From an optimization exercise on the open Yosys and OpenROAD flow, aimed at small area and a short achievable clock period; shortcuts taken in it are not production practice.
Function not checked in this run: the RTL went through the layout flow alone.
No activity file was given, so power comes from the tool's default toggle rates.

File: flow/config.mk
export PLATFORM = sky130hd
export DESIGN_NAME = acf
export DESIGN_NICKNAME = acf
export VERILOG_FILES = /design/flow/design.v
export SDC_FILE = /design/flow/constraint.sdc
export NUM_CORES = 4
export LEC_CHECK = 0
export CAP_MARGIN = 20
export CORE_MARGIN = 2
export CORE_UTILIZATION = 40
export SETUP_SLACK_MARGIN = 5
export SLEW_MARGIN = 20
File: flow/constraint.sdc
create_clock -name core_clock -period 10.0 [get_ports {clk}]
set_input_delay 2.0000 -clock core_clock [delete_from_list [all_inputs] [get_ports {clk}]]
set_output_delay 2.0000 -clock core_clock [all_outputs]
set_load 0.01 [all_outputs]
File: flow/run.sh
#!/bin/bash
# synth_recipe.tcl (not shown) runs the flow's synth.tcl, then flattens the netlist and writes it again
# the make line also repeats each setting of config.mk as NAME=value (left out here)
make -C /OpenROAD-flow-scripts/flow DESIGN_CONFIG=/design/flow/config.mk WORK_HOME=/design/flow/orfs CLKGATE_MAP_FILE= SYNTH_SCRIPT=/design/flow/synth_recipe.tcl finish
File: flow/design.v
module acf (
    input  wire        clk,
    input  wire        rst,
    input  wire        bus_wr,
    input  wire [8:0]  bus_addr,
    input  wire [31:0] bus_wdata,
    output reg  [31:0] bus_rdata,    
    input  wire        rx_valid,
    input  wire [7:0]  rx_data,
    input  wire        line_fault,
    output wire        open_req,
    input  wire        open_ok,
    input  wire        open_fail,
    output wire        tx_valid,
    output wire [7:0]  tx_data,
    input  wire        tx_ready,
    input  wire        tick
);
    localparam [10:0] SETTLE_LAST = 11'd49;      
    localparam [10:0] WR_LAST     = 11'd1999;    
    localparam [10:0] RD_LAST     = 11'd1999;    
    localparam [2:0] CC_OK = 3'd0, CC_CONN = 3'd1, CC_ILLEGAL = 3'd2;
    localparam [2:0] CA_NONE = 3'd0, CA_OPEN = 3'd1, CA_WRITE = 3'd2,
                     CA_READ = 3'd3, CA_NOTOPEN = 3'd4;
    localparam [2:0] V_OK = 3'd1, V_SHORT = 3'd2, V_CRC = 3'd3,
                     V_MARKER = 3'd4, V_COUNT = 3'd5;
    function [7:0] crc8_step(input [7:0] a, input [7:0] b);
        integer i;
        reg [7:0] x;
        begin
            x = a ^ b;
            for (i = 0; i < 8; i = i + 1)
                x = x[0] ? ((x >> 1) ^ 8'h8C) : (x >> 1);
            crc8_step = x;
        end
    endfunction
    function [7:0] mux4b(input [1:0] s, input [7:0] a, input [7:0] b, input [7:0] c, input [7:0] d);
        case (s)
            2'd0: mux4b = a;
            2'd1: mux4b = b;
            2'd2: mux4b = c;
            default: mux4b = d;
        endcase
    endfunction
    function [31:0] mux4w(input [1:0] s, input [31:0] a, input [31:0] b, input [31:0] c, input [31:0] d);
        case (s)
            2'd0: mux4w = a;
            2'd1: mux4w = b;
            2'd2: mux4w = c;
            default: mux4w = d;
        endcase
    endfunction
    function [7:0] frame_byte(input [1:0] k);
        case (k)
            2'd0: frame_byte = 8'hAA;
            2'd1: frame_byte = 8'h02;
            2'd2: frame_byte = 8'h20;
            default: frame_byte = 8'h2E;
        endcase
    endfunction
    reg [7:0]  acc;
    reg        sess;
    reg        p_open, p_settle, p_send, p_rdwait, p_rdxfer;
    reg [1:0]  txk;
    reg [7:0]  rem;           
    reg [10:0] timer;         
    reg [1:0]  cc;
    reg [2:0]  cause;
    reg        rej_busy, aborted, rvalid, ovf, line_err;
    reg [20:0] reading25;     
    reg [2:0]  vcode;
    reg [7:0]  vrx, vcalc, vobs;
    reg [8:0]  rxlen;
    reg [7:0]  txd;
    reg [8:0]  count;
    reg [7:0]  fp;            
    reg [7:0]  calc;          
    wire busy = p_open | p_settle | p_send | p_rdwait | p_rdxfer;
    wire full = count[8];
    reg          ph;
    reg          sess_i, full_i;
    reg  [7:0]   idx_i;
    reg  [7:0]   rp2;                 
    wire [2047:0] fflat, rflat;       
    wire         pop    = p_rdxfer && !line_fault;
    wire         rxb_we = pop && !rst;
    wire         sh     = rx_valid && sess && !full;           
    wire         shn    = !(rx_valid && !sess_i && full_i);    
    wire [255:0] rsel   = 256'd1 << timer[7:0];
    wire [255:0] rseln  = ~(256'd1 << ~idx_i);
    wire [7:0]   fdat   = rx_data ^ {8{ph}};   
    wire [7:0]   rdat;                         
    genvar gi;
    generate
        for (gi = 0; gi < 256; gi = gi + 1) begin : g_mem
            reg  [7:0] f, r;
            wire [7:0] fin;
            if (gi == 0) begin : g_in
                assign fin = fdat;
            end else begin : g_sh
                assign fin = fflat[(gi-1)*8 +: 8];
            end
            wire rs  = rxb_we && rsel[gi];
            wire rsn = !(rxb_we && !rseln[gi]);
            always @(posedge clk) begin
                f <= ~(({8{sh}} | f) & ({8{shn}} | fin));
                r <= ~(({8{rs}} | r) & ({8{rsn}} | rdat));
            end
            assign fflat[gi*8 +: 8] = f;
            assign rflat[gi*8 +: 8] = r;
        end
    endgenerate
    wire [8*64-1:0] fm1;
    wire [8*16-1:0] fm2;
    wire [8*4-1:0]  fm3;
    wire [7:0]      fnext_raw;
    generate
        for (gi = 0; gi < 64; gi = gi + 1) begin : g_fm1
            assign fm1[gi*8 +: 8] = mux4b(rp2[1:0], fflat[(4*gi)*8 +: 8], fflat[(4*gi+1)*8 +: 8],
                                          fflat[(4*gi+2)*8 +: 8], fflat[(4*gi+3)*8 +: 8]);
        end
        for (gi = 0; gi < 16; gi = gi + 1) begin : g_fm2
            assign fm2[gi*8 +: 8] = mux4b(rp2[3:2], fm1[(4*gi)*8 +: 8], fm1[(4*gi+1)*8 +: 8],
                                          fm1[(4*gi+2)*8 +: 8], fm1[(4*gi+3)*8 +: 8]);
        end
        for (gi = 0; gi < 4; gi = gi + 1) begin : g_fm3
            assign fm3[gi*8 +: 8] = mux4b(rp2[5:4], fm2[(4*gi)*8 +: 8], fm2[(4*gi+1)*8 +: 8],
                                          fm2[(4*gi+2)*8 +: 8], fm2[(4*gi+3)*8 +: 8]);
        end
    endgenerate
    assign fnext_raw = mux4b(rp2[7:6], fm3[0 +: 8], fm3[8 +: 8], fm3[16 +: 8], fm3[24 +: 8]);
    wire [32*16-1:0] rm1;
    wire [32*4-1:0]  rm2;
    wire [31:0]      rxw_raw;
    generate
        for (gi = 0; gi < 16; gi = gi + 1) begin : g_rm1
            assign rm1[gi*32 +: 32] = mux4w(bus_addr[3:2], rflat[(4*gi)*32 +: 32], rflat[(4*gi+1)*32 +: 32],
                                            rflat[(4*gi+2)*32 +: 32], rflat[(4*gi+3)*32 +: 32]);
        end
        for (gi = 0; gi < 4; gi = gi + 1) begin : g_rm2
            assign rm2[gi*32 +: 32] = mux4w(bus_addr[5:4], rm1[(4*gi)*32 +: 32], rm1[(4*gi+1)*32 +: 32],
                                            rm1[(4*gi+2)*32 +: 32], rm1[(4*gi+3)*32 +: 32]);
        end
    endgenerate
    assign rxw_raw = mux4w(bus_addr[7:6], rm2[0 +: 32], rm2[32 +: 32], rm2[64 +: 32], rm2[96 +: 32]);
    integer j;
    reg [7:0]  acc_n;
    reg        sess_n;
    reg        po_n, ps_n, pt_n, pw_n, px_n;
    reg [1:0]  txk_n;
    reg [7:0]  rem_n;
    reg [10:0] timer_n;
    reg [1:0]  cc_n;
    reg [2:0]  cause_n;
    reg        rej_busy_n, aborted_n, rvalid_n, ovf_n, line_err_n;
    reg [20:0] reading25_n;
    reg [2:0]  vcode_n;
    reg [7:0]  vrx_n, vcalc_n, vobs_n;
    reg [8:0]  rxlen_n;
    reg        push, clear;
    wire [31:0] w      = bus_wdata;
    wire [7:0]  op     = w[15:8];
    wire [7:0]  arg    = w[7:0];
    wire        cmd_wr = bus_wr && (bus_addr[8:2] == 7'd0);
    wire        legal  = (w[31:16] == 16'd0) &&
                         ((op == 8'h02) || (op == 8'h13) ||
                          (arg == 8'd0 && (op == 8'h01 || op == 8'h10 || op == 8'h11 ||
                                           op == 8'h12 || op == 8'h20)));
    wire [7:0]  phb  = {8{ph}};
    wire [7:0]  rb2  = rflat[2*8 +: 8] ^ phb;
    wire [7:0]  rb3  = rflat[3*8 +: 8] ^ phb;
    wire [7:0]  rb4  = rflat[4*8 +: 8] ^ phb;
    wire [7:0]  rb5  = rflat[5*8 +: 8] ^ phb;
    wire [7:0]  rb12 = rflat[12*8 +: 8] ^ phb;
    wire       crc_upd = pop && (timer[7:0] < 8'd12);
    wire [7:0] calc_c  = crc8_step((timer[7:0] == 8'd0) ? 8'd0 : calc, fp ^ phb);
    wire [7:0] cm1   = count[7:0] - 8'd1;           
    wire [7:0] first_rem = (!full && cm1 < rem) ? cm1 : rem;
    always @(*) begin
        acc_n = acc; sess_n = sess;
        po_n = p_open; ps_n = p_settle; pt_n = p_send; pw_n = p_rdwait; px_n = p_rdxfer;
        txk_n = txk; rem_n = rem; timer_n = timer; cc_n = cc; cause_n = cause;
        rej_busy_n = rej_busy; aborted_n = aborted; rvalid_n = rvalid;
        ovf_n = ovf; line_err_n = line_err; reading25_n = reading25;
        vcode_n = vcode; vrx_n = vrx; vcalc_n = vcalc; vobs_n = vobs;
        rxlen_n = rxlen;
        push = 1'b0; clear = 1'b0;
        if (rx_valid && sess) begin
            if (!full) push = 1'b1;
            else       ovf_n = 1'b1;
        end
        if (line_fault && sess && p_send) begin
            sess_n = 1'b0; clear = 1'b1; ovf_n = 1'b0; line_err_n = 1'b0;
            pt_n = 1'b0; cc_n = CC_CONN; cause_n = CA_WRITE;
        end else if (line_fault && sess && (p_rdwait || p_rdxfer)) begin
            rxlen_n = 9'd0;
            sess_n = 1'b0; clear = 1'b1; ovf_n = 1'b0; line_err_n = 1'b0;
            pw_n = 1'b0; px_n = 1'b0; cc_n = CC_CONN; cause_n = CA_READ;
        end else begin
            if (line_fault && sess)
                line_err_n = 1'b1;
            if (p_open) begin
                if (open_ok) begin
                    sess_n = 1'b1; po_n = 1'b0; ps_n = 1'b1; timer_n = 11'd0;
                end else if (open_fail) begin
                    po_n = 1'b0; cc_n = CC_CONN; cause_n = CA_OPEN;
                end
            end
            if (p_settle && tick) begin
                if (timer == SETTLE_LAST) begin
                    ps_n = 1'b0; cc_n = CC_OK; cause_n = CA_NONE;
                end else
                    timer_n = timer + 11'd1;
            end
            if (p_send) begin
                if (tx_ready) begin
                    if (txk == 2'd3) begin
                        pt_n = 1'b0; cc_n = CC_OK; cause_n = CA_NONE;
                    end else
                        txk_n = txk + 2'd1;
                end else if (tick) begin
                    if (timer == WR_LAST) begin
                        sess_n = 1'b0; clear = 1'b1; ovf_n = 1'b0; line_err_n = 1'b0;
                        pt_n = 1'b0; cc_n = CC_CONN; cause_n = CA_WRITE;
                    end else
                        timer_n = timer + 11'd1;
                end
            end
            if (p_rdwait) begin
                if (count != 9'd0) begin
                    pw_n = 1'b0; px_n = 1'b1; rem_n = first_rem; timer_n = 11'd0;
                end else if (tick) begin
                    if (timer == RD_LAST) begin
                        rxlen_n = 9'd0;
                        pw_n = 1'b0; cc_n = CC_OK; cause_n = CA_NONE;
                    end else
                        timer_n = timer + 11'd1;
                end
            end
            if (p_rdxfer) begin
                timer_n = timer + 11'd1;
                rem_n = rem - 8'd1;
                if (rem == 8'd0) begin
                    rxlen_n = {1'b0, timer[7:0]} + 9'd1;
                    px_n = 1'b0; cc_n = CC_OK; cause_n = CA_NONE;
                end
            end
        end
        if (cmd_wr) begin
            if (busy && w != 32'h0000_1100) begin
                rej_busy_n = 1'b1;
            end else begin
                rej_busy_n = 1'b0; aborted_n = 1'b0; cc_n = CC_OK; cause_n = CA_NONE;
                if (!legal) begin
                    cc_n = CC_ILLEGAL;
                end else begin
                    case (op)
                        8'h01: acc_n = 8'd0;
                        8'h02: acc_n = crc8_step(acc, arg);
                        8'h10: begin                       
                            sess_n = 1'b0; clear = 1'b1; ovf_n = 1'b0; line_err_n = 1'b0;
                            po_n = 1'b1;
                        end
                        8'h11: begin                       
                            if (po_n || ps_n || pt_n || pw_n || px_n) begin
                                aborted_n = 1'b1;
                                if (pw_n || px_n) rxlen_n = 9'd0;
                                po_n = 1'b0; ps_n = 1'b0; pt_n = 1'b0; pw_n = 1'b0; px_n = 1'b0;
                            end
                            sess_n = 1'b0; clear = 1'b1; ovf_n = 1'b0; line_err_n = 1'b0;
                        end
                        8'h12: begin                       
                            if (!sess_n) begin
                                cc_n = CC_CONN; cause_n = CA_NOTOPEN;
                            end else if (line_err_n) begin
                                sess_n = 1'b0; clear = 1'b1; ovf_n = 1'b0; line_err_n = 1'b0;
                                cc_n = CC_CONN; cause_n = CA_WRITE;
                            end else begin
                                pt_n = 1'b1; txk_n = 2'd0; timer_n = 11'd0;
                            end
                        end
                        8'h13: begin                       
                            if (!sess_n) begin
                                rxlen_n = 9'd0; cc_n = CC_CONN; cause_n = CA_NOTOPEN;
                            end else if (line_err_n) begin
                                rxlen_n = 9'd0;
                                sess_n = 1'b0; clear = 1'b1; ovf_n = 1'b0; line_err_n = 1'b0;
                                cc_n = CC_CONN; cause_n = CA_READ;
                            end else begin
                                pw_n = 1'b1; rem_n = arg; timer_n = 11'd0;
                            end
                        end
                        8'h20: begin                       
                            if (rxlen < 9'd13) begin
                                vcode_n = V_SHORT; vrx_n = 8'd0; vcalc_n = 8'd0; vobs_n = 8'd0;
                            end else begin
                                vrx_n = rb12; vcalc_n = calc; vobs_n = 8'd0;
                                if (calc != rb12)
                                    vcode_n = V_CRC;
                                else if (rb2 != 8'h20) begin
                                    vcode_n = V_MARKER; vobs_n = rb2;
                                end else if (rb3 != 8'h04) begin
                                    vcode_n = V_COUNT; vobs_n = rb3;
                                end else begin
                                    vcode_n = V_OK;
                                    reading25_n = {rb4, rb5} * 21'd25;
                                    rvalid_n = 1'b1;
                                end
                            end
                        end
                        default: ;
                    endcase
                end
            end
        end
    end
    wire [8:0] count_n = clear ? 9'd0 : count + {8'd0, push} - {8'd0, pop};
    assign rdat = fp;
    wire [7:0] fp_n = (count == 9'd0 || (pop && count == 9'd1)) ? ~fdat :
                      pop ? ~fnext_raw : ~fp;
    always @(posedge clk) begin
        fp    <= fp_n;
        if (crc_upd) calc <= calc_c;
        idx_i <= ~timer_n[7:0];
        if (rst) begin
            acc <= 8'd0; sess <= 1'b0;
            p_open <= 1'b0; p_settle <= 1'b0; p_send <= 1'b0; p_rdwait <= 1'b0; p_rdxfer <= 1'b0;
            txk <= 2'd0; rem <= 8'd0; timer <= 11'd0;
            cc <= 2'd0; cause <= CA_NONE;
            rej_busy <= 1'b0; aborted <= 1'b0; rvalid <= 1'b0; ovf <= 1'b0; line_err <= 1'b0;
            reading25 <= 21'd0; vcode <= 3'd0; vrx <= 8'd0; vcalc <= 8'd0; vobs <= 8'd0;
            rxlen <= 9'd0; txd <= 8'd0;
            count <= 9'd0; rp2 <= 8'hFE;
            sess_i <= 1'b1; full_i <= 1'b1; ph <= 1'b0;
        end else begin
            ph <= ~ph;
            sess_i <= ~sess_n;
            full_i <= ~count_n[8];
            acc <= acc_n; sess <= sess_n;
            p_open <= po_n; p_settle <= ps_n; p_send <= pt_n; p_rdwait <= pw_n; p_rdxfer <= px_n;
            txk <= txk_n; rem <= rem_n; timer <= timer_n;
            cc <= cc_n; cause <= cause_n;
            rej_busy <= rej_busy_n; aborted <= aborted_n; rvalid <= rvalid_n;
            ovf <= ovf_n; line_err <= line_err_n;
            reading25 <= reading25_n; vcode <= vcode_n; vrx <= vrx_n; vcalc <= vcalc_n; vobs <= vobs_n;
            rxlen <= rxlen_n;
            txd <= pt_n ? frame_byte(txk_n) : 8'h00;
            count <= count_n;
            rp2   <= count_n[7:0] - 8'd2;
        end
    end
    assign open_req = p_open;
    assign tx_valid = p_send;
    assign tx_data  = txd;
    wire [31:0] status = {17'd0, cause, 2'b00, cc, 2'b00,
                          ovf, rvalid, aborted, rej_busy, sess, busy};
    wire [6:0]  word = bus_addr[8:2];
    reg  [31:0] rd_mux;
    always @(*) begin
        case (word)
            7'd1:    rd_mux = status;
            7'd2:    rd_mux = {24'd0, acc};
            7'd3:    rd_mux = {23'd0, rxlen};
            7'd4:    rd_mux = {vobs, vcalc, vrx, 5'd0, vcode};
            7'd5:    rd_mux = {9'd0, reading25, 2'b00};
            7'd6:    rd_mux = 32'h2E2002AA;
            7'd7:    rd_mux = 32'h04200D8C;
            7'd8:    rd_mux = {23'd0, count};
            default: rd_mux = 32'd0;
        endcase
        if (word[6])
            rd_mux = rxw_raw ^ {32{ph}};
    end
    always @(posedge clk) begin
        if (rst) bus_rdata <= 32'd0;
        else     bus_rdata <= rd_mux;
    end
endmodule
==> impl_metrics.py <==
metrics = {
    "clocking": {
        "htreeDepth": 5,
        "insertion_delay_ns": 1.02,
        "cts_tree": "built",
        "ctsHoldBuffers": 0,
        "cts_max_path_buffers": 4,
        "clk_pin_slew_ns": 0.06,
        "cts.sinks": 4278,
        "cts_buffers": 413,
        "root_buffer": "clkbuf_16",
    },
    "critical_path": {
        "ff2ff_path_depth": 7,
        "cp_cell_sequence": "buf_8 > buf_12 > mux4_2 > mux2i_1 > o21ai_0 > a21oi_1 > o21ai_0 > o211ai_1 > mux2i_1 > o21ai_0",
        "cpPeakStageDelay_ns": 0.62,
        "arrival_ns": 5.90,
        "r2r_slack_ns": 5.28,
        "worstSetupEndpointType": "register",
        "cp-start-kind": "input port",
        "slowest_stage": "mux2i_1",
        "timing.critical_path.mode_cell": "o21ai_0",
        "crit_type": "input port to register",
        "critical_path_depth": 10,
        "path_delay_family": "multiplexers",
        "cp.required_ns": 10.85,
        "cp_num_buf_inv": 2,
        "critPathMaxFanout": 83,
    },
    "logic_synthesis": {
        "synth_ff_type": "dfxtp_1",
        "synth_cell_type_count": 88,
        "synth.yosys.warnings": 1,
        "synth_area_um2": 157000,
        "seq_area_frac_synth_pct": 54.7,
        "ys_ff_latch": 4278,
        "synth-edff-count": 8,
        "synth-async-reset-ratio_pct": 0,
        "syn_area_per_cell_um2": 11.9,
        "syn-instance-count": 13100,
    },
    "timing": {
        "tns_ns": 0,
        "skew_ns": 0.0938,
        "fmaxAchievable_mhz": 198,
        "setup_viol": 0,
        "hold_violations": 0,
        "min_period_over_period_pct": 50.5,
        "rsz0062_at_grt": "true",
        "max-slew-margin-rel_pct": 11.6,
        "fin_crit_ns": 5.05,
        "drv_slew": 0,
        "worstMarginPinSlew_ns": 1.32,
    },
    "layout": {
        "final_util_pct": 45.3,
        "layout-drive-gt1-share_pct": 17.0,
        "stdcell_count": 18200,
        "nets": 12800,
        "final_cell_mix": "4255 x dfxtp_1, 4134 x o22ai_1, 1165 x mux4_2, 450 x nor2_1, 437 x nand2_1",
        "area_growth_pct": 12.7,
        "fillers": 35500,
        "layout_commonest_cell": "dfxtp_1",
    },
    "placed_design": {
        "hpwl_um": 284000,
        "gp_congestion": 0.868,
        "numPortBuffers": 94,
        "placed_cells": 17500,
    },
    "min_path": {
        "hold_path_depth": 1,
        "hold_class": "register to register",
    },
    "routing": {
        "wl_um": 465000,
        "wl_per_cell_um": 25.5,
        "vias": 115000,
        "drc_errors": 0,
        "dr.first_iter.drc_count": 10700,
        "antenna_left": 0,
        "drtPass1Iterations": 6,
        "viasPerCell": 6.30,
    },
    "floorplanning": {
        "rows": 229,
        "die_w_um": 630,
        "initial_core_util_pct": 40.2,
        "core_um2": 390000,
        "die-area_um2": 397000,
        "ios": 100,
        "die_h_um": 630,
    },
    "pwr": {
        "ir_drop_mv": 0.155,
        "power_leakage_nw": 63.1,
        "powerDensity_nw_per_um2": 195,
    },
    "grt": {
        "grt_usage_pct": 22.4,
        "use_met1_pct": 30.5,
        "busiest_layer": "met2",
        "grt_remaining_overflow": 0,
        "grt_use_met3_pct": 3.66,
        "grt_pass1_wl_um": 697000,
        "grt_pass1_vias": 110000,
        "met2_usage_pct": 34.5,
        "grt_max_degree": 220,
        "antenna_found_initial": 15,
    },
    "job": {
        "maxCapViolations": 0,
    },
    "status": {
        "outcome": "finished clean",
    },
}
-- kinds of logic (layout without fill, tap and decap cells) --
family,Yosys count,count (layout),synth area share [%]
fa+ha+maj,89,89,0.768
flops,4278,4278,54.7
buf+inv,1228,1140,3.03
xor+xnor,156,156,0.872
simple gates,1279,1280,3.62
mux,1335,1335,17.8
other cells,1,18,0.00239
compound gates,4753,4753,19.2
-- per-stage QoR --
stage                     instance area, um2  power (mW)  setup slack (ns)  hold slack, ns
after CTS                             176000        34.7              4.96           0.402
after floorplan                       157000        18.2              5.03           0.406
after global placement                162000        18.5              3.56           0.415
final                                 177000        34.5              4.95           0.381
after global routing                  177000        35.4              4.94           0.430
after detailed placement              162000        18.5              3.54           0.422
-- report_power, final --
part           internal (mW)  total (mW)  switching, mW
Clock                   9.48        16.4           6.91
Combinational          0.323        1.03          0.703
Sequential              17.1        17.1         0.0589
Total                   26.9        34.5           7.67
-- Yosys cell counts, drive strengths merged, types with 12 or more instances --
library cell     n  area share [%]
a2111oi         12           0.067
or2             17           0.068
a211oi          26            0.13
o31ai           12           0.057
and2            22           0.088
ha              77            0.61
nand4           22           0.088
xnor2          100            0.56
nand3b          12           0.057
o21ai          105            0.34
nand2b          47            0.19
a21oi          145            0.46
a22o            28            0.16
mux2            20            0.14
fa              12            0.15
inv             65            0.16
o211ai          49            0.23
mux2i          150            0.96
a31oi           22           0.088
clkbuf         957             2.3
a221oi          43            0.24
nor4            24            0.10
o22ai         4134              16
a22oi           82            0.39
dfxtp         4270              55
mux4          1165              17
nor2           487             1.2
nor3            54            0.19
nand3           70            0.22
nor2b           39            0.16
buf            204            0.57
xor2            56            0.31
nand2          438             1.0
-- per-layer routing --
| layer | wire length [um] | part of all wire (%) |
|---|---|---|
| met5 | 0 | 0 |
| met4 | 23200 | 5.0 |
| met3 | 32300 | 6.9 |
| met2 | 210000 | 45 |
| met1 | 199000 | 43 |
-- layout make-up --
class | instances | area [um2] | area share, %
diodes | 15 | 37.5 | 0.0212
well taps | 5197 | 6500 | 3.68
multi-input cells | 7616 | 66600 | 37.7
flip-flops and latches | 4278 | 85800 | 48.5
repair buffers | 313 | 3120 | 1.76
inverters | 67 | 251 | 0.142
clock buffers | 592 | 12200 | 6.88
clock inverters | 168 | 2250 | 1.27
-- flip-flops by register name, indices dropped and copies added, names as in the netlist, 3 cells and up --
register   flops
fp             8
timer         11
bus_rdata     32
g_mem.f     2048
cause          3
rem            8
calc           8
rxlen          9
reading25     21
rp2            8
count          8
idx_i          8
vobs           8
vrx            8
vcode          3
g_mem.r     2048
vcalc          8
acc            8
txd            5
-- final timing paths --
path	from	to
setup / recovery	bus_addr[3]	bus_rdata[12]$_SDFF_PP0_
hold / removal	g_mem[84].f[1]$_DFF_P_	g_mem[85].f[1]$_DFF_P_
hold reg to reg	g_mem[84].f[1]$_DFF_P_	g_mem[85].f[1]$_DFF_P_
setup reg to reg	rp2[0]$_SDFF_PP0_	fp[6]$_DFF_P_
-- repair_timing --
action                     in CTS  in global routing
pin swaps                       2                  2
setup buffers                   1                 10
cloned                          1                  2
gates resized for setup        12                 37
setup endpoints to repair     268               1029

## what the ideal ports hide
How much do the figures lean on ideal ports? The routed layout below was timed once more, with nothing changed but the port constraints.
Step 1 (the two cells are an assumption about what drives the block):
set clk [get_ports {clk}]
set_driving_cell -lib_cell sky130_fd_sc_hd__clkbuf_16 $clk
set_driving_cell -lib_cell sky130_fd_sc_hd__buf_2 [delete_from_list [all_inputs] $clk]
Step 2 times the ports against the registers' clock, not the clock port: input delays grow and output delays shrink by t, the midpoint of the rising clock arrivals with the driver on.
Slacks: ideal / step 1 / step 2; pairs: ideal / step 1.
t, ns: 1.085
slack for setup (ns): 4.951 / 4.964 / 3.880
hold WS [ns]: 0.381 / 0.381 / 0.381
latest minus earliest clock arrival (ns): 0.098 / 0.097
After both steps setup and hold are still met in this run. For this run, drivers alone change the setup slack by +0.013 ns; drivers and shift together by -1.071 ns.
